Background: an optimization exercise with open tools, aiming at a short achievable clock period and few clock cycles. Do not read the settings as production practice. Function was checked by simulation only, so behaviour that the tests miss may differ from the original. Power figures rest on the tool's default switching activity, not on a simulated workload.

**flow/design.v**
```verilog
module tsld_raster #(
    parameter W          = 32,
    parameter H          = 16,
    parameter FONT_COUNT = 95
) (
    input             clk,
    input             rst,
    input             cmd_valid,
    output            cmd_ready,
    input      [31:0] cmd_w0,
    input      [31:0] cmd_w1,
    input      [31:0] cmd_w2,
    input      [31:0] cmd_w3,
    output            pix_we,
    output      [4:0] pix_x,
    output      [3:0] pix_y,
    output     [23:0] pix_color,
    output            busy,
    output reg        halted,
    output reg  [3:0] fault_cause,
    output reg  [7:0] fault_op
);
    reg [47:0] font [0:FONT_COUNT-1];
    initial $readmemh("tsld_font.hex", font);
    localparam OP_NOP   = 8'h00;
    localparam OP_PIXEL = 8'h01;
    localparam OP_LINE  = 8'h02;
    localparam OP_RECT  = 8'h03;
    localparam OP_RECTF = 8'h04;
    localparam OP_CIRC  = 8'h05;
    localparam OP_CIRCF = 8'h06;
    localparam OP_FILL  = 8'h07;
    localparam OP_GLYPH = 8'h08;
    localparam K_NONE  = 3'd0;
    localparam K_RECT  = 3'd1;   
    localparam K_LINE  = 3'd2;   
    localparam K_CIRC  = 3'd3;   
    localparam K_GLYPH = 3'd4;
    localparam FD = 8;           
    function [31:0] span32(input signed [17:0] L, input signed [17:0] R);
        reg [31:0] ge, le;
        begin
            if (L[17] || L == 18'sd0)      ge = 32'hffffffff;
            else if (|L[16:5])             ge = 32'h0;
            else                           ge = 32'hffffffff << L[4:0];
            if (R[17])                     le = 32'h0;
            else if (|R[16:5])             le = 32'hffffffff;
            else                           le = 32'hffffffff >> (5'd31 - R[4:0]);
            span32 = ge & le;
        end
    endfunction
    function [31:0] bit32(input signed [17:0] P);
        begin
            if (P[17] || |P[16:5]) bit32 = 32'h0;
            else                   bit32 = 32'h1 << P[4:0];
        end
    endfunction
    function on16(input signed [17:0] P);
        on16 = !P[17] && !(|P[16:4]);
    endfunction
    function on32(input signed [17:0] P);
        on32 = !P[17] && !(|P[16:5]);
    endfunction
    function [31:0] low32(input [31:0] m);
        low32 = m & (~m + 32'd1);
    endfunction
    reg         rdy;
    reg [127:0] qs0, qs1;
    reg   [1:0] q_cnt;
    assign cmd_ready = rdy;
    wire        q_push = cmd_valid && rdy && !halted;
    wire [127:0] q_head = qs0;
    wire [127:0] q_in   = {cmd_w3, cmd_w2, cmd_w1, cmd_w0};
    wire         q_pop;
    always @(posedge clk) begin
        if (q_pop)                          qs0 <= (q_cnt == 2'd2) ? qs1 : q_in;
        else if (q_cnt == 2'd0)             qs0 <= q_in;
        if (!q_pop && q_cnt == 2'd1)        qs1 <= q_in;
    end
    wire [31:0] h0 = q_head[31:0];
    wire [31:0] h1 = q_head[63:32];
    wire [31:0] h2 = q_head[95:64];
    wire [31:0] h3 = q_head[127:96];
    wire  [7:0] h_op = h0[31:24];
    reg         h_rsv;
    always @(*) begin
        case (h_op)
            OP_NOP:   h_rsv = (h0[23:0] != 24'd0);
            OP_RECTF: h_rsv = (h3[31:24] != 8'd0);
            OP_CIRC:  h_rsv = (h2[31:16] != 16'd0);
            OP_CIRCF: h_rsv = (h2[31:16] != 16'd0) || (h3[31:24] != 8'd0);
            OP_GLYPH: h_rsv = (h2[31:8] != 24'd0);
            default:  h_rsv = 1'b0;
        endcase
    end
    wire h_ill  = (h_op > OP_GLYPH);
    wire h_grng = (h_op == OP_GLYPH) && ((h2[7:0] < 8'd32) || (h2[7:0] >= 8'd32 + FONT_COUNT));
    wire h_fault = h_ill || h_rsv || h_grng;
    wire signed [15:0] hx0 = h1[31:16];
    wire signed [15:0] hy0 = h1[15:0];
    wire signed [15:0] hx1 = h2[31:16];
    wire signed [15:0] hy1 = h2[15:0];
    reg   [2:0] h_kind;
    always @(*) begin
        case (h_op)
            OP_PIXEL, OP_RECT, OP_RECTF, OP_FILL: h_kind = K_RECT;
            OP_LINE:  h_kind = (hx0 == hx1 || hy0 == hy1) ? K_RECT : K_LINE;
            OP_CIRC, OP_CIRCF: h_kind = K_CIRC;
            OP_GLYPH: h_kind = K_GLYPH;
            default:  h_kind = K_NONE;
        endcase
    end
    wire h_xlt  = hx0 < hx1;
    wire [16:0] h_adx = h_xlt ? h_dx10 : h_dx01;
    wire [16:0] h_ady = h_ylt ? h_dy10 : h_dy01;
    wire signed [17:0] h_s1 = (hy1 - hx1) - (hy0 - hx0);
    wire signed [17:0] h_s2 = (hy1 + hx1) - (hy0 + hx0);
    wire        h_steep = (h_s1[17] == h_s2[17]) && (h_s1 != 18'sd0) && (h_s2 != 18'sd0);
    reg   [5:0] h_gxok;
    integer hg;
    always @(*) begin
        for (hg = 0; hg < 6; hg = hg + 1)
            h_gxok[hg] = (hx0 >= -hg) && (hx0 <= 31 - hg);
    end
    wire signed [16:0] h_dx10 = hx1 - hx0;
    wire signed [16:0] h_dx01 = hx0 - hx1;
    wire signed [16:0] h_dy10 = hy1 - hy0;
    wire signed [16:0] h_dy01 = hy0 - hy1;
    wire h_ylt  = hy0 < hy1;
    wire h_pt   = (h_op == OP_PIXEL);
    wire h_fill = (h_op == OP_FILL);
    reg         p1_v;
    reg   [2:0] p1_kind;
    reg         p1_filled;       
    reg  [23:0] p1_o, p1_f;
    reg  signed [15:0] p1_x0, p1_y0;
    reg  signed [15:0] p1_xm, p1_xM, p1_ym, p1_yM;
    reg  signed [15:0] p1_xa, p1_ya;    
    reg  [16:0] p1_adx, p1_ady;
    reg         p1_steep;
    reg   [4:0] p1_gsh;                 
    reg         p1_gyok;                
    reg   [5:0] p1_gxok;                
    reg         p1_up;                  
    reg  [47:0] p1_glyph;
    wire signed [17:0] d_xm = p1_xm, d_xM = p1_xM, d_ym = p1_ym, d_yM = p1_yM;
    wire [31:0] d_spanm = span32(d_xm, d_xM);
    wire [31:0] d_edgem = bit32(d_xm) | bit32(d_xM);
    wire [31:0] d_innm  = span32(d_xm + 18'sd1, d_xM - 18'sd1);
    wire        d_rows  = !d_yM[17] && !(d_ym > 18'sd15);
    wire        d_rect_ne = d_rows && (|d_spanm);
    wire  [3:0] d_rs    = d_ym[17] ? 4'd0 : d_ym[3:0];
    wire  [3:0] d_re    = (d_yM > 18'sd15) ? 4'd15 : d_yM[3:0];
    wire [16:0] d_adx   = p1_adx;
    wire [16:0] d_ady   = p1_ady;
    wire        d_steep = p1_steep;
    wire [16:0] d_dx    = d_steep ? d_ady : d_adx;
    wire [16:0] d_dy    = d_steep ? d_adx : d_ady;
    wire [16:0] d_dxmdy = d_steep ? (d_ady - d_adx) : (d_adx - d_ady);
    wire signed [17:0] d_u  = d_steep ? d_ym : d_xm;
    wire signed [17:0] d_u1 = d_steep ? d_yM : d_xM;
    wire signed [17:0] d_v0 = d_steep ? p1_xa : p1_ya;
    wire signed [17:0] d_b1 = d_steep ? (d_ady - d_adx - d_adx) : (d_adx - d_ady - d_ady);
    wire        d_line_ne = !d_xM[17] && !(d_xm > 18'sd31) && d_rows;
    wire signed [17:0] d_cr = p1_yM;    
    wire signed [17:0] d_cx = p1_x0;
    wire signed [17:0] d_cy = p1_y0;
    wire signed [17:0] d_cxpr = d_cx + d_cr;
    wire signed [17:0] d_cxmr = d_cx - d_cr;
    wire signed [17:0] d_cypr = d_cy + d_cr;
    wire signed [17:0] d_cymr = d_cy - d_cr;
    wire signed [19:0] d_err0 = 20'sd1 - d_cr;
    wire        d_circ_ne = !d_cr[17];
    reg  [95:0] d_gm;
    reg  [29:0] d_gpos;
    reg   [5:0] d_gv;
    integer gi;
    always @(*) begin
        for (gi = 0; gi < 6; gi = gi + 1) begin : gcol
            reg [31:0] sh;
            reg [15:0] m;
            sh = {24'd0, p1_glyph[8*gi +: 8]} << p1_gsh;
            m  = p1_gyok ? sh[23:8] : 16'd0;
            d_gm[16*gi +: 16] = m;
            d_gpos[5*gi +: 5] = p1_x0[4:0] + gi;
            d_gv[gi] = p1_gxok[gi] && (|m);
        end
    end
    reg d2_ne;
    always @(*) begin
        case (p1_kind)
            K_RECT:  d2_ne = d_rect_ne;
            K_LINE:  d2_ne = d_line_ne;
            K_CIRC:  d2_ne = d_circ_ne;
            K_GLYPH: d2_ne = |d_gv;
            default: d2_ne = 1'b0;
        endcase
    end
    localparam PW = 146;
    localparam RW = 1 + 3 + 1 + 24 + 24 + PW;
    reg  [PW-1:0] d_pay;
    always @(*) begin
        case (p1_kind)
            K_RECT:  d_pay = {39'd0, |d_edgem, !(d_yM > 18'sd15), !d_ym[17], d_re, d_rs,
                              d_innm, d_edgem, d_spanm};
            K_LINE:  d_pay = {21'd0, d_b1, p1_up, d_steep, d_dx, d_dxmdy, d_dy, d_v0, d_u1, d_u};
            K_CIRC:  d_pay = {d_err0, d_cymr, d_cypr, d_cxmr, d_cxpr, d_cr, d_cy, d_cx};
            default: d_pay = {14'd0, d_gv, d_gpos, d_gm};
        endcase
    end
    wire [RW-1:0] d_rec = {d2_ne, p1_kind, p1_filled, p1_o, p1_f, d_pay};
    reg  [RW-1:0] pq0, pq1;
    reg     [1:0] pq_cnt;
    wire          pq_space = (pq_cnt != 2'd2);
    wire [RW-1:0] pq_head = pq0;
    wire         t_ne;
    wire   [2:0] t_kind;
    wire         t_filled;
    wire  [23:0] t_o, t_f;
    wire [PW-1:0] t_pay;
    assign {t_ne, t_kind, t_filled, t_o, t_f, t_pay} = pq_head;
    reg         e_act;
    reg   [2:0] e_kind;
    reg         e_filled;
    reg  [23:0] e_o, e_f;
    reg  [PW-1:0] e_pay;         
    wire [31:0] e_spanm  = e_pay[31:0];
    wire [31:0] e_edgem  = e_pay[63:32];
    wire [31:0] e_innm   = e_pay[95:64];
    wire  [3:0] e_re     = e_pay[103:100];
    wire        e_topb   = e_pay[104];
    wire        e_botb   = e_pay[105];
    wire        e_edgenz = e_pay[106];
    reg   [3:0] e_row;
    reg         e_first;
    wire signed [17:0] e_u1 = e_pay[35:18];
    wire [16:0] e_dy     = e_pay[70:54];
    wire [16:0] e_dxmdy  = e_pay[87:71];
    wire        e_steep  = e_pay[105];
    wire        e_up     = e_pay[106];
    wire signed [17:0] e_b1 = e_pay[124:107];
    reg  [16:0] e_n;                    
    reg  signed [17:0] e_u, e_v, e_err;
    reg         c_run;
    reg  signed [17:0] c_lr0, c_lr1, c_ur0, c_ur1;
    reg  signed [17:0] c_lL, c_lR, c_uL, c_uR, c_uL2, c_uR2;
    reg  signed [17:0] c_d, c_y;
    reg  signed [19:0] c_err;
    reg         c_first, c_r0;
    reg   [3:0] b_v;
    reg  signed [17:0] b_lL, b_lR, b_uL, b_uR, b_uL2, b_uR2;
    reg  [15:0] b_rows;
    wire [95:0] e_gm     = e_pay[95:0];
    wire [29:0] e_gpos   = e_pay[125:96];
    reg   [5:0] e_gv;
    reg  [117:0] f_mem [0:FD-1];
    reg    [3:0] f_cnt;
    reg    [2:0] f_wp, f_rp;
    wire         f_ok = (f_cnt != FD);
    wire         f_ne = (f_cnt != 4'd0);
    reg          s_v;
    reg          s_col;
    reg    [4:0] s_pos;
    reg   [31:0] s_mask, s_fmask;
    reg          e_fin;      
    reg          e_step;     
    wire        r_last   = (e_row == e_re);
    wire        r_border = (e_first && e_topb) || (r_last && e_botb);
    wire        r_full   = e_filled || r_border;
    wire        l_on  = e_steep ? (on16(e_u) && on32(e_v)) : (on32(e_u) && on16(e_v));
    wire        l_out = e_steep ? (e_u >= 18'sd15) : (e_u >= 18'sd31);
    wire        l_vout = e_up ? (e_steep ? (e_v > 18'sd31) : (e_v > 18'sd15)) : e_v[17];
    wire        l_end = (e_n == 17'd0) || l_out || l_vout;
    wire        l_pre = e_u[17] && (e_u < -18'sd1) ||
                        (e_up ? (e_v < -18'sd1)
                              : (e_steep ? (e_v > 18'sd32) : (e_v > 18'sd16)));
    wire        l_skip = l_pre && (e_n[16:1] != 16'd0);
    wire signed [17:0] l_c0 = e_err - (l_dys <<< 1);
    wire signed [17:0] l_c1 = e_err + e_b1;
    wire signed [17:0] l_c2 = e_err + (l_dxdy <<< 1);
    wire signed [17:0] l_dys  = {1'b0, e_dy};
    wire signed [17:0] l_dxdy = {1'b0, e_dxmdy};
    wire        l_wrap = (e_err < l_dys);
    wire        ci_dec  = !c_err[19];
    wire signed [17:0] ci_d1 = ci_dec ? c_d - 18'sd2 : c_d - 18'sd1;
    wire signed [19:0] ci_err1 = ci_dec ? (c_err - (c_d <<< 1) + 20'sd6)
                                        : (c_err + (c_y <<< 1) + 20'sd3);
    wire        ci_off  = c_first && ((c_lL > 18'sd31) || c_lR[17] || (c_ur1 > 18'sd15) || c_ur0[17]);
    wire        ci_cont = !ci_d1[17] && !ci_off;
    wire        ci_ucomp = ci_dec || !ci_cont;
    wire signed [17:0] ci_lr0 = c_lr0, ci_lr1 = c_lr1, ci_ur0 = c_ur0, ci_ur1 = c_ur1;
    wire signed [17:0] ci_lL = c_lL, ci_lR = c_lR, ci_uL = c_uL, ci_uR = c_uR;
    wire signed [17:0] ci_uL2 = c_uL2, ci_uR2 = c_uR2;
    wire        ci_lnz = e_filled ? (!(ci_lL > 18'sd31) && !ci_lR[17]) : (on32(ci_lL) || on32(ci_lR));
    wire        ci_unz = e_filled ? (!(ci_uL > 18'sd31) && !ci_uR[17])
                                  : ((!(ci_uL > 18'sd31) && !ci_uL2[17]) || (!(ci_uR2 > 18'sd31) && !ci_uR[17]));
    wire        ci_lne = (c_d != 18'sd0) && ci_lnz;
    wire        ci_une = ci_ucomp && ci_unz;
    wire  [3:0] ci_v = { ci_une && on16(ci_ur1) && !c_r0,
                         ci_une && on16(ci_ur0),
                         ci_lne && on16(ci_lr1) && !c_first,
                         ci_lne && on16(ci_lr0) };
    wire [31:0] b_lm = e_filled ? span32(b_lL, b_lR) : (bit32(b_lL) | bit32(b_lR));
    wire [31:0] b_lf = span32(b_lL, b_lR) & ~bit32(b_lL) & ~bit32(b_lR);
    wire [31:0] b_um = e_filled ? span32(b_uL, b_uR) : (span32(b_uL, b_uL2) | span32(b_uR2, b_uR));
    wire [31:0] b_uf = span32(b_uL2, b_uR2) & ~bit32(b_uL2) & ~bit32(b_uR2);
    wire  [3:0] b_pick = b_v & (~b_v + 4'd1);
    wire  [3:0] b_rest = b_v & ~b_pick;
    wire        b_free = (b_rest == 4'd0) && ((b_v == 4'd0) || f_ok);
    wire  [5:0] g_pick = e_gv & (~e_gv + 6'd1);
    wire  [5:0] g_rest = e_gv & ~g_pick;
    integer si;
    always @(*) begin
        s_v = 1'b0; s_col = 1'b0; s_pos = 5'd0; s_mask = 32'd0; s_fmask = 32'd0;
        e_fin = 1'b0; e_step = 1'b0;
        if (e_act) begin
            case (e_kind)
                K_RECT: begin
                    s_v     = r_full || e_edgenz;
                    s_pos   = {1'b0, e_row};
                    s_mask  = r_full ? e_spanm : e_edgem;
                    s_fmask = (e_filled && !r_border) ? e_innm : 32'd0;
                    e_step  = !s_v || f_ok;
                    e_fin   = e_step && (r_last || (!e_filled && !e_edgenz && !e_botb));
                end
                K_LINE: begin
                    s_v     = l_on;
                    s_pos   = e_steep ? e_u[4:0] : e_v[4:0];
                    s_mask  = e_steep ? (32'h1 << e_v[4:0]) : (32'h1 << e_u[4:0]);
                    e_step  = !s_v || f_ok;
                    e_fin   = e_step && l_end;
                end
                K_CIRC: begin
                    s_v     = (b_v != 4'd0);
                    s_pos   = b_pick[0] ? b_rows[3:0] : b_pick[1] ? b_rows[7:4] :
                              b_pick[2] ? b_rows[11:8] : b_rows[15:12];
                    s_mask  = (b_pick[0] | b_pick[1]) ? b_lm : b_um;
                    s_fmask = (b_pick[0] | b_pick[1]) ? b_lf : b_uf;
                    if (!e_filled) s_fmask = 32'd0;
                    e_step  = b_free;
                    e_fin   = b_free && !c_run;
                end
                K_GLYPH: begin
                    s_v     = 1'b1;
                    s_col   = 1'b1;
                    for (si = 0; si < 6; si = si + 1)
                        if (g_pick[si]) begin
                            s_pos  = e_gpos[5*si +: 5];
                            s_mask = {16'd0, e_gm[16*si +: 16]};
                        end
                    e_step  = f_ok;
                    e_fin   = f_ok && (g_rest == 6'd0);
                end
                default: begin
                    e_fin = 1'b1;
                end
            endcase
        end
    end
    wire s_push = s_v && f_ok && e_act;
    wire [117:0] s_seg = {e_f, e_o, s_fmask, s_mask, s_pos, s_col};
    wire pq_pop = (pq_cnt != 2'd0) && (!t_ne || !e_act);
    wire e_take = (pq_cnt != 2'd0) && t_ne && !e_act;
    wire d1_free = !p1_v || pq_space;
    assign q_pop = (q_cnt != 2'd0) && d1_free && !halted;
    wire d1_new  = q_pop && !h_fault && (h_kind != K_NONE);
    wire pq_push = p1_v && pq_space;
    reg         em_rnz;      
    reg         em_col;
    reg   [4:0] em_pos;
    reg  [31:0] em_rest, em_fmask;
    reg  [23:0] em_o, em_f;
    reg         o_we;
    reg   [4:0] o_x;
    reg   [3:0] o_y;
    reg  [23:0] o_c;
    reg         o_busy;
    assign pix_we    = o_we;
    assign pix_x     = o_x;
    assign pix_y     = o_y;
    assign pix_color = o_c;
    assign busy      = o_busy;
    function [4:0] enc32(input [31:0] one);
        integer ei;
        begin
            enc32 = 5'd0;
            for (ei = 0; ei < 32; ei = ei + 1)
                if (one[ei]) enc32 = enc32 | ei[4:0];
        end
    endfunction
    wire         em_adv  = !o_we || !em_rnz;
    wire         em_load = em_adv && f_ne;
    wire [117:0] f_head  = f_mem[f_rp];
    wire  [31:0] fh_mask = f_head[37:6];
    wire  [31:0] fh_one  = low32(fh_mask);
    wire  [31:0] fh_rest = fh_mask & ~fh_one;
    wire  [31:0] er_one  = low32(em_rest);
    wire  [31:0] er_rest = em_rest & ~er_one;
    wire   [4:0] fh_idx  = enc32(fh_one);
    wire   [4:0] er_idx  = enc32(er_one);
    wire  [1:0] q_cnt_n  = q_cnt + (q_push ? 2'd1 : 2'd0) - (q_pop ? 2'd1 : 2'd0);
    always @(posedge clk) begin
        if (rst) begin
            rdy         <= 1'b1;
            q_cnt       <= 2'd0;
            halted      <= 1'b0;
            fault_cause <= 4'd0;
            fault_op    <= 8'd0;
            p1_v        <= 1'b0;
            pq_cnt      <= 2'd0;
            e_act       <= 1'b0;
            c_run       <= 1'b0;
            b_v         <= 4'd0;
            f_cnt       <= 4'd0;
            f_wp        <= 3'd0;
            f_rp        <= 3'd0;
            em_rnz      <= 1'b0;
            o_we        <= 1'b0;
            o_busy      <= 1'b0;
        end else begin
            if (q_pop && h_fault) begin
                halted      <= 1'b1;
                fault_cause <= h_ill ? 4'd1 : h_rsv ? 4'd2 : 4'd3;
                fault_op    <= h_ill ? h_op : h_rsv ? h_op : OP_GLYPH;
                q_cnt       <= 2'd0;
                rdy         <= 1'b1;
            end else begin
                q_cnt <= q_cnt_n;
                rdy   <= halted || (q_cnt_n != 2'd2);
            end
            p1_v <= d1_new || (p1_v && !pq_space);
            pq_cnt <= pq_cnt + (pq_push ? 2'd1 : 2'd0) - (pq_pop ? 2'd1 : 2'd0);
            e_act <= e_take || (e_act && !e_fin);
            f_cnt <= f_cnt + (s_push ? 4'd1 : 4'd0) - (em_load ? 4'd1 : 4'd0);
            if (s_push)  f_wp <= f_wp + 3'd1;
            if (em_load) f_rp <= f_rp + 3'd1;
            if (em_adv) begin
                o_we   <= f_ne;
                em_rnz <= (fh_rest != 32'd0);
            end else begin
                em_rnz <= (er_rest != 32'd0);
            end
            o_busy <= q_push || (q_cnt != 2'd0) || p1_v || (pq_cnt != 2'd0) || e_act
                      || f_ne || (o_we && em_rnz);
        end
        if (q_pop) begin
            p1_kind   <= h_kind;
            p1_filled <= (h_op == OP_RECTF) || (h_op == OP_FILL) || (h_op == OP_CIRCF);
            p1_o      <= h0[23:0];
            p1_f      <= (h_op == OP_RECTF || h_op == OP_CIRCF) ? h3[23:0] : h0[23:0];
            p1_x0     <= hx0;
            p1_y0     <= hy0;
            p1_up     <= (h_xlt == h_ylt);
            p1_xa     <= h_ylt ? hx0 : hx1;
            p1_adx    <= h_adx;
            p1_ady    <= h_ady;
            p1_steep  <= h_steep;
            p1_gsh    <= hy0[4:0] + 5'd8;
            p1_gyok   <= (hy0 >= -16'sd7) && (hy0 <= 16'sd15);
            p1_gxok   <= h_gxok;
            p1_ya     <= h_xlt ? hy0 : hy1;
            if (h_fill) begin
                p1_xm <= 16'sd0;  p1_xM <= 16'sd31;
                p1_ym <= 16'sd0;  p1_yM <= 16'sd15;
            end else if (h_pt) begin
                p1_xm <= hx0;     p1_xM <= hx0;
                p1_ym <= hy0;     p1_yM <= hy0;
            end else if (h_op == OP_CIRC || h_op == OP_CIRCF) begin
                p1_xm <= hx0;     p1_xM <= hx0;
                p1_ym <= hy0;     p1_yM <= hy1;      
            end else begin
                p1_xm <= h_xlt ? hx0 : hx1;  p1_xM <= h_xlt ? hx1 : hx0;
                p1_ym <= h_ylt ? hy0 : hy1;  p1_yM <= h_ylt ? hy1 : hy0;
            end
            p1_glyph  <= font[h2[7:0] - 8'd32];
        end
        if (pq_pop)                         pq0 <= (pq_cnt == 2'd2) ? pq1 : d_rec;
        else if (pq_cnt == 2'd0)            pq0 <= d_rec;
        if (pq_pop ? (pq_cnt == 2'd2) : (pq_cnt == 2'd1)) pq1 <= d_rec;
        if (e_take) begin
            e_kind   <= t_kind;
            e_filled <= t_filled;
            e_o      <= t_o;
            e_f      <= t_f;
            e_pay    <= t_pay;
            e_row    <= t_pay[99:96];
            e_first  <= 1'b1;
            e_u      <= t_pay[17:0];
            e_v      <= t_pay[53:36];
            e_err    <= {2'b00, t_pay[104:89]};
            e_n      <= t_pay[104:88];
            c_lr0    <= t_pay[35:18];
            c_lr1    <= t_pay[35:18];
            c_ur0    <= t_pay[107:90];
            c_ur1    <= t_pay[125:108];
            c_lL     <= t_pay[89:72];
            c_lR     <= t_pay[71:54];
            c_uL     <= t_pay[17:0];
            c_uR     <= t_pay[17:0];
            c_uL2    <= t_pay[17:0];
            c_uR2    <= t_pay[17:0];
            c_d      <= t_pay[53:36];
            c_y      <= 18'sd0;
            c_err    <= t_pay[145:126];
            c_first  <= 1'b1;
            c_r0     <= (t_pay[53:36] == 18'd0);
            e_gv     <= t_pay[131:126];
        end else if (e_act && e_step) begin
            e_first <= 1'b0;
            e_row   <= (!e_filled && !e_edgenz) ? e_re : e_row + 4'd1;
            if (l_skip) begin
                e_u <= e_u + 18'sd2;
                e_n <= e_n - 17'd2;
                if (!l_c0[17]) begin
                    e_err <= l_c0;
                end else if (!l_c1[17]) begin
                    e_v   <= e_up ? e_v + 18'sd1 : e_v - 18'sd1;
                    e_err <= l_c1;
                end else begin
                    e_v   <= e_up ? e_v + 18'sd2 : e_v - 18'sd2;
                    e_err <= l_c2;
                end
            end else begin
                e_u <= e_u + 18'sd1;
                e_n <= e_n - 17'd1;
                if (l_wrap) begin
                    e_v   <= e_up ? e_v + 18'sd1 : e_v - 18'sd1;
                    e_err <= e_err + l_dxdy;
                end else begin
                    e_err <= e_err - l_dys;
                end
            end
            e_gv <= g_rest;
        end
        if (e_take) begin
            c_run <= (t_kind == K_CIRC);
        end else if (e_act && e_kind == K_CIRC && b_free && c_run) begin
            c_y     <= c_y + 18'sd1;
            c_lr0   <= c_lr0 + 18'sd1;
            c_lr1   <= c_lr1 - 18'sd1;
            c_uL    <= c_uL - 18'sd1;
            c_uR    <= c_uR + 18'sd1;
            if (ci_dec) begin
                c_ur0 <= c_ur0 - 18'sd1;
                c_ur1 <= c_ur1 + 18'sd1;
                c_lL  <= c_lL + 18'sd1;
                c_lR  <= c_lR - 18'sd1;
                c_uL2 <= c_uL - 18'sd1;
                c_uR2 <= c_uR + 18'sd1;
            end
            c_d     <= ci_d1;
            c_err   <= ci_err1;
            c_first <= 1'b0;
            c_run   <= ci_cont;
        end
        if (e_act && e_kind == K_CIRC && b_free) begin
            b_v    <= (c_run && !ci_off) ? ci_v : 4'd0;
            b_lL   <= ci_lL;
            b_lR   <= ci_lR;
            b_uL   <= ci_uL;
            b_uR   <= ci_uR;
            b_uL2  <= ci_uL2;
            b_uR2  <= ci_uR2;
            b_rows <= {ci_ur1[3:0], ci_ur0[3:0], ci_lr1[3:0], ci_lr0[3:0]};
        end else if (e_act && e_kind == K_CIRC && (b_v != 4'd0) && f_ok) begin
            b_v <= b_rest;
        end
        if (rst) begin
            c_run <= 1'b0;
            b_v   <= 4'd0;
        end
        if (f_ok) f_mem[f_wp] <= s_seg;
        if (em_adv) begin
            em_col   <= f_head[0];
            em_pos   <= f_head[5:1];
            em_rest  <= fh_rest;
            em_fmask <= f_head[69:38];
            em_o     <= f_head[93:70];
            em_f     <= f_head[117:94];
            o_x      <= f_head[0] ? f_head[5:1] : enc32(fh_one);
            o_y      <= f_head[0] ? fh_idx[3:0] : f_head[4:1];
            o_c      <= (|(fh_one & f_head[69:38])) ? f_head[117:94] : f_head[93:70];
        end else begin
            em_rest  <= er_rest;
            o_x      <= em_col ? em_pos : enc32(er_one);
            o_y      <= em_col ? er_idx[3:0] : em_pos[3:0];
            o_c      <= (|(er_one & em_fmask)) ? em_f : em_o;
        end
    end
endmodule
```
**flow/flow/run.sh**
```bash
#!/bin/bash
# Layout flow: the standard flow, with the standard synthesis unchanged,
# and a larger setup margin for the timing repair of the later steps (the
# clock period and all constraints stay the design's).
set -euo pipefail
bash standard.sh synth > flow_synth.log 2>&1
bash standard.sh SETUP_SLACK_MARGIN=11.5 finish > flow_finish.log 2>&1
```
**flow/standard.sh**
```bash
#!/bin/bash
# synth_recipe.tcl (not shown) runs the flow's synth.tcl, then flattens the netlist and writes it again
# the make line also repeats each setting of config.mk as NAME=value (left out here)
make -C /OpenROAD-flow-scripts/flow DESIGN_CONFIG=/design/flow/config.mk WORK_HOME=/design/flow/orfs CLKGATE_MAP_FILE= SYNTH_SCRIPT=/design/flow/synth_recipe.tcl "${@:-finish}"
```
**flow/constraint.sdc**
```tcl
create_clock -name core_clock -period 16.0 [get_ports {clk}]
set_input_delay 3.2000 -clock core_clock [delete_from_list [all_inputs] [get_ports {clk}]]
set_output_delay 3.2000 -clock core_clock [all_outputs]
set_load 0.01 [all_outputs]
```
**flow/tsld_font.hex**
```
000000000000
0000005f0000
00d3d102bb6a
00ee5eda4ccd
00296f904531
00426edf1f5f
008d9c2ca08f
00bbf5bc5a2f
0069bcfa8717
0034252a8195
0057d63013b8
000656750652
00beb0fa82f7
00a9f001006a
002d94c529de
001b6aa71949
00bc2e93aee2
009886f53b60
00ce54d3e9b5
007fdf1e3b0a
008ec1cdbc37
006f96412fab
000a21f5ea84
00ddfb4d2afa
003af72602d5
006228578a59
00b60f0c0352
00ccfe631471
00c502c92deb
0083ad375eb6
000f9f7b1fc2
00c5537da003
00f3ec6bf79c
007e1111117e
00a9c45d338c
0014268e1eb2
0055f7e42a7e
00492929343b
00b285178926
007ea8002500
00ef9bd52fe2
00814318d9cc
00c0ca1067c0
003e2e6a75f4
005f062fe0eb
002d2d652d54
00e484d2ae92
00b18369f53f
00a4111e536a
009fa031be75
008722bf3392
004a91543be4
00c5b1828920
00420fcce4ab
00cc5d0b6dc6
00a11b928984
00e15f2711c2
00bf4609a2b5
004e665eaf71
00bc4f439c72
0072430c7a7e
00eb22583807
00cda0f8ad00
009a1c0715ef
007d65dc30df
00e63559452e
0063d850b94c
00c85e4d9d13
0029306b0add
003b4ed12414
002603336c55
00ca0883f31d
00dd516457ff
00267c193d0a
008891423494
0048bdfa285b
001817dfdb09
00a8818c3587
000386fb68f6
0088962685c7
00e6c8c39653
0006706a7529
0063de07a95f
00a88ad0ac5a
007078510498
00cc6350510b
009f9061204c
00f37c1c910e
00082c9d181e
0037d54f0df0
00787f751886
0038e7386c0f
006229c8be54
00feff3d8b96
002eec78fdaf
```
**flow/config.mk**
```make
export PLATFORM = sky130hd
export DESIGN_NAME = tsld_raster
export DESIGN_NICKNAME = tsld_raster
export VERILOG_FILES = /design/flow/design.v
export SDC_FILE = /design/flow/constraint.sdc
export NUM_CORES = 4
export LEC_CHECK = 0
export CAP_MARGIN = 20
export CORE_MARGIN = 2
export CORE_UTILIZATION = 35
export PLACE_DENSITY = 0.5
export SLEW_MARGIN = 20
export TNS_END_PERCENT = 100
```
==> impl_metrics.yaml <==
yosys:
  synth_mux_area_share_pct: 7.58
  synth_flop_cell: "edfxtp_1"
  synth_top_area_cell: "edfxtp_1"
  synth_top_cell_area_share_pct: 48.8
  synth_edf_count: 2325
  synthesis.area_um2: 143000
  ys_types: 98
  synthAdderAreaFrac_pct: 5.46
  synthCells: 12901
  synth-simple-area-share_pct: 12.8
  synth_top_family_by_area: "compound AO/OA/AOI/OAI gates"
  synth_compound_gate_area_share_pct: 14.5
  avgSynthCellArea_um2: 11.1
  synth_seq_cells: 2666
  ys_seq_area_share_pct: 53.6
  async_flop_share_pct: 0
  synth_xor_area_share_pct: 2.89
  ys_warn_count: 1
  synth_area_leaders: "edfxtp_1, dfxtp_1, ha_1"
power_and_ir_drop:
  power_density_nw_per_um2: 232
  vdd_ir_drop_max_v: 0.000186
  p_leak_uw: 0.0574
place:
  dp.cells: 17998
  io_buffers: 177
  postPlaceCellArea_um2: 151000
  dp_slack_ps: 9830
  dpl.hpwl_mm: 402
  gp_congestion: 1.01
global_route:
  grt_max_degree: 152
  grt_pass1_vias: 103662
  overflow: 0
  antenna_found_initial: 29
  grt_first_pass_wirelength_mm: 787
  grtUsageTotal_pct: 26.1
drt:
  first_iter_violations: 13810
  routedWlPerCell_um: 30.0
  drt_pass1_iterations: 9
  antenna_left: 0
  drc: 0
  vias: 109316
  via_per_inst: 5.87
  drt_wl_total_mm: 558
finish:
  multi_input_area_um2: 62600
  instances_no_fill: 18623
  fillers: 39572
  nets: 13635
  final_common_cell: "edfxtp_1"
  area_delta_synth_final_pct: 13.3
  design_area_um2: 162000
  final_cell_mix: "edfxtp_1, nand2_1, nor2_1"
  register_area_um2: 76800
  drive_gt1_share_pct: 11.6
timing:
  fmax_ghz: 0.214
  final.setup.tns_ps: 0
  finalClockSkew_ps: 74.2
  period_needed_ps: 4670
  rsz0062_at_grt: "yes"
  relSlewSlack_pct: 16.8
  setup_slack_ps: 11330
  finalSetupViolCount: 0
  slew_viol_final: 0
  min_period_over_period_pct: 29.2
  worstMarginPinSlew_ps: 1240
  final-hold-violation-count: 0
worst_setup_path:
  critPathLaunchType: "register"
  r2r-start: "p1_kind[2]"
  arrival_ps: 1470
  crit_type: "register to output pin"
  critPathMaxStageDelay_ps: 400
  cp_max_fo: 1
  crit_path_top_delay_cell: "dfxtp_4"
  end_kind: "output pin"
  cpLargestDelayFamily: "flip-flops"
  cp.required_ps: 12800
  crit_buf_inv: 1
  startpoint: "o_c[0]"
  crit_chain: "buf_6"
die:
  initial_core_util_pct: 35.2
  die_w_um: 643
  row_count: 234
  core-area_um2: 406000
  dieArea_um2: 414000
  fp.dieH_um: 643
  io_pins: 180
outcome:
  run_status: "timing/DRC/antenna clean"
worst_hold_path:
  hold_class: "register to register"
  min_from: "pq0[162]"
clocking:
  clk_latency_ps: 960
  cts_root_buf: "clkbuf_16"
  clockBufferDepth: 4
  cts_tree: "done"
  clkSinkCount: 2666
  clk_pin_slew_worst_paths_ps: 60
  cts-htree-levels: 5
  numCtsBuffers: 302
job:
  max_cap_violations: 0
==> metal layers <==
layer,track usage [%],up-vias,share of wire (%)
met3,3.33,1089,7.1
met2,40.2,5031,44
met4,12.1,18,5.4
li1,-,48655,-
met1,36.5,54523,43
met5,0,-,0.023
==> state kept, by name, indices dropped and copies added (netlist names), 20 cells and up, named ones only <==
signal    flops
c_err        20
e_f          24
e_o          24
e_pay       126
em_f         24
em_fmask     31
em_o         24
em_rest      31
f_mem       944
o_c          24
p1_f         24
p1_glyph     40
p1_o         24
pq0         196
pq1         196
qs0         128
qs1         128
==> power by group <==
| group | switching (uW) | leakage (uW) | total, uW | internal [uW] |
|---|---|---|---|---|
| logic | 11900 | 0.0279 | 18500 | 6580 |
| clock network | 2940 | 0.00479 | 6950 | 4010 |
| registers | 2050 | 0.0247 | 12200 | 10100 |
| total | 16900 | 0.0574 | 37600 | 20700 |
==> layout make-up <==
cell class	count	share of cell area, %
clock buffer	380	4.95
tap	5428	4.19
timing repair buffer	472	2.78
antenna	9	0.0139
multi-input combinational	9116	38.7
inverter	380	0.894
sequential	2666	47.4
clock inverter	172	1.12
==> Yosys cell counts (all sizes together) (27+ instances only) <==
library cell	number
o22ai	129
o211ai	99
buf	128
nand2b	99
clkbuf	614
nor3	309
o21bai	48
a221o	46
a211o	33
xor2	196
nand3	267
a311oi	43
or2	32
and2	63
a221oi	100
xnor2	276
ha	480
and3	82
nor2b	105
fa	86
a22oi	113
nor2	1149
o21ai	809
nand4	81
mux2i	234
or3	64
a21o	137
a32oi	31
nor4	129
a211oi	115
nand2	1585
inv	373
dfxtp	341
a21oi	912
nor3b	39
o311ai	28
o31ai	82
edfxtp	2325
mux2	247
a2111oi	27
mux4	251
o21a	76
o221ai	56
a31oi	113
==> timing repair <==
action / 4_1_cts / 5_1_grt
setup endpoints to repair: 212 / 216
cloned: 6 / 2
buffers inserted: 39 / 17
gates resized for setup: 383 / 67
hold buffers: 0 / 0
pin swaps: 8 / 9
endpoints found under the hold margin: 0 / 0
==> worst paths after layout <==
| kind | end | cells after the start | slack, ps |
|---|---|---|---|
| max | pix_color[0] | 1 | 11330 |
| min | e_f[16] | 0 | 380 |
| max reg2reg | pq0[19] | 13 | 11380 |
| min reg2reg | e_f[16] | 0 | 380 |
==> stage by stage <==
stage,power (uW),hold slack (ps),utilization (%)
after floorplan,23000,400,-
after global placement,29900,402,37.1
after detailed placement,29900,405,37.1
after CTS,37300,365,39.8
after global routing,39500,406,39.9
final,37600,380,39.9
==> cell families (layout without fill, tap and decap cells) <==
family | after synthesis | after routing
other cells | 1 | 11
simple gates | 4098 | 4100
fa+ha+maj | 574 | 574
compound gates | 3236 | 3236
buf+inv | 1122 | 1404
flops | 2666 | 2666
mux | 732 | 732
xor+xnor | 472 | 472
Testbench counts, summed over its fixed seeds: cycles 97,001.

## afterwards: timing with drivers on the ports
No port has a modelled driver above. Below, the same layout with a new extraction and two added sets of constraints.
Step 1 (the two cells are an assumption about what drives the block):
set clk [get_ports {clk}]
set_driving_cell -lib_cell sky130_fd_sc_hd__clkbuf_16 $clk
set_driving_cell -lib_cell sky130_fd_sc_hd__buf_2 [delete_from_list [all_inputs] $clk]
Step 2 adds t to the input delays and takes it off the output delays; t is the mean of the earliest and latest rising clock arrival at the registers after step 1. Input paths then give back, and output paths get back, about the clock's delay inside the block.
Three values: ideal ports, drivers, drivers and shift; two values: the first two.
t (ns): 1.030
setup slack, ns: 11.328 / 11.215 / 10.989
clock arrival spread, ns: 0.083 / 0.083
After both steps this run still meets setup and hold. The setup slack of this run moves by -0.113 ns with the drivers and by -0.339 ns with both steps.
